This design comes from an exercise in tuning for small area, a short achievable clock period and few clock cycles on the open sky130 flow, not from production work.
In this exercise RTL edits were held to simulation tests only and were not proved equivalent to the original.
Power figures rest on the tool's default switching activity, not on a simulated workload.

Setup of run A:
==> flow/design.v (excerpt) <==
module svm_core (
    input  wire        clk,
    input  wire        rst,
    input  wire [1:0]  cfg_policy,    
    input  wire [31:0] cfg_quantum,   
    input  wire        cmd_valid,
    output wire        cmd_ready,
    input  wire [3:0]  cmd_op,
    input  wire [31:0] cmd_a,
    input  wire [31:0] cmd_b,
    input  wire [31:0] cmd_c,
    output reg         rsp_valid,
    output reg         rsp_err,
    output reg         rsp_trace,
    output reg  [31:0] rsp_data,
    output wire [1:0]  phase,
    output wire [7:0]  halt_reason
);
Size: roughly 180 I/O pins, about 140000 sq um of cells after synthesis.
clock: 12.0 ns
lec_check: 0
cap_margin: 20
core_margin: 2
core_utilization: 60
cts_buf_list: sky130_fd_sc_hd__clkbuf_16
cts_cluster_diameter: 60
cts_cluster_size: 20
place_density: 0.7
slew_margin: 20
synth_memory_max_bits: 4096
standard.sh (not shown) runs the stock make flow with config.mk's settings and CLKGATE_MAP_FILE= SYNTH_SCRIPT=/design/flow/synth_recipe.tcl, a recipe that flattens the netlist after the stock synthesis.
==> flow/flow/run.sh <==
#!/bin/bash
# The standard layout (standard.sh: unchanged synthesis and ORFS steps),
# with setup repair asked to aim 6 ns below the 12 ns clock (SETUP_SLACK_MARGIN,
# default 0) so the flow keeps improving timing past the clock period, and
# plain buf_2 cells as the port buffers (buffer_ports otherwise picks a delay cell).
set -e
export SETUP_SLACK_MARGIN=6
export BUFFER_PORTS_ARGS="-buffer_cell sky130_fd_sc_hd__buf_2"
bash standard.sh > standard.log 2>&1
Testbench counts of run A, summed over its fixed seeds: cycles 46,904.
[inputs] run B vs run A
--- a/flow/design.v
+++ b/flow/design.v
@@ -209,25 +209,20 @@
         else if (cr & npid[2])                     hcode = H_PID_EXHAUSTED;
         else if (rel & rel_bad)                    hcode = F_BAD_RELEASE;
         else                                       hlt = 1'b0;
     end
     wire [1:0] op_pid = pid_at[cmd_a[4:3]];
     wire [1:0] dpid = busy ? pol_pid : ph_con ? 2'd0 : rr_next;
     wire [1:0] rs   = (~busy & is_obs) ? op_pid : dpid;
-    reg  [31:0] rs_a, rs_b, rs_c, rs_ip, rs_pr;
-    always @* begin
-        rs_a = 32'd0; rs_b = 32'd0; rs_c = 32'd0; rs_ip = 32'd0; rs_pr = 32'd0;
-        for (j = 0; j < 4; j = j + 1) begin
-            rs_a  = rs_a  | ({32{rs == j && s_sv[j]}} & s_a[j]);
-            rs_b  = rs_b  | ({32{rs == j && s_sv[j]}} & s_b[j]);
-            rs_c  = rs_c  | ({32{rs == j && s_sv[j]}} & s_c[j]);
-            rs_ip = rs_ip | ({32{rs == j}} & s_ip[j]);
-            rs_pr = rs_pr | ({32{rs == j}} & s_prio[j]);
-        end
-    end
+    wire        rs_sv = s_sv[rs];
+    wire [31:0] rs_a  = rs_sv ? s_a[rs] : 32'd0;
+    wire [31:0] rs_b  = rs_sv ? s_b[rs] : 32'd0;
+    wire [31:0] rs_c  = rs_sv ? s_c[rs] : 32'd0;
+    wire [31:0] rs_ip = s_ip[rs];
+    wire [31:0] rs_pr = s_prio[rs];
     wire [1:0]  pms   = bdisp ? pol_pid : lpid;
     wire [31:0] pm1   = s_prio[pms] + (bdisp ? 32'd1 : 32'hFFFFFFFF);
     wire [31:0] rip2   = rip + 32'd2;
     wire [5:0]  rip3   = rip[5:0] + 6'd3;
     wire [5:0]  jt     = rip[5:0] + w1[5:0];
     wire [5:0]  jt1    = jt + 6'd1;
     wire [5:0]  dip    = s_ip[dpid][5:0];
==> comparison <==
Higher fraction of synthesized area in multiplexers was reported by run B, not run A.
The power drawn by the sequential cells was comparable across run A and run B.
Run B: all stages complete, timing, DRC and antenna checks passed
Going from run A to run B, wire length grew by more than 10%.
Summary: with run A as the reference, power per unit of standard cell area in run B moved down by a few percent.
On area after synthesis, run B does worse than run A.
Per the comparison of run B with run A, filler-free cell count of the finished design saw an increase; area growth from synthesis to layout picked up an extra 3.4 points; number of iterations in the first detailed-routing pass -1.
Run B ends up with a post-CTS setup repair buffer count that is about 140% higher than in run A.
Delta (run B minus run A): global-route usage now larger; setup slack of the critical path after layout now smaller; post-route cell area now larger.
Testbench counts of run B, summed over its fixed seeds: cycles 46,904.

[separate check: timing with driven ports]
The results above use ideal ports. As a check the final layouts listed here were re-extracted and re-timed, cells and wires unchanged.
Step 1: set_driving_cell puts a clkbuf_16 on clk and a buf_2 on each other input, an assumption about the parent block.
Step 2 adds t to the input delays and takes it off the output delays; t is the mean of the earliest and latest rising clock arrival at the registers after step 1. Input paths then give back, and output paths get back, about the clock's delay inside the block.
Three values: ideal, step 1, step 2; two values: the first two.
| run | shift t [ns] | setup slack, ns | worst setup path after step 2 | worst register clock-pin slew, ns |
|---|---|---|---|---|
| run A | 0.986 | 5.884 / 5.941 / 4.954 | input to register | 0.09 / 0.09 |
| run B | 1.005 | 5.765 / 5.815 / 4.810 | input to register | 0.09 / 0.09 |
After both steps every run listed still meets setup and hold. For run B, which loses most, drivers alone change the setup slack by +0.050 ns; drivers and shift together by -0.955 ns.
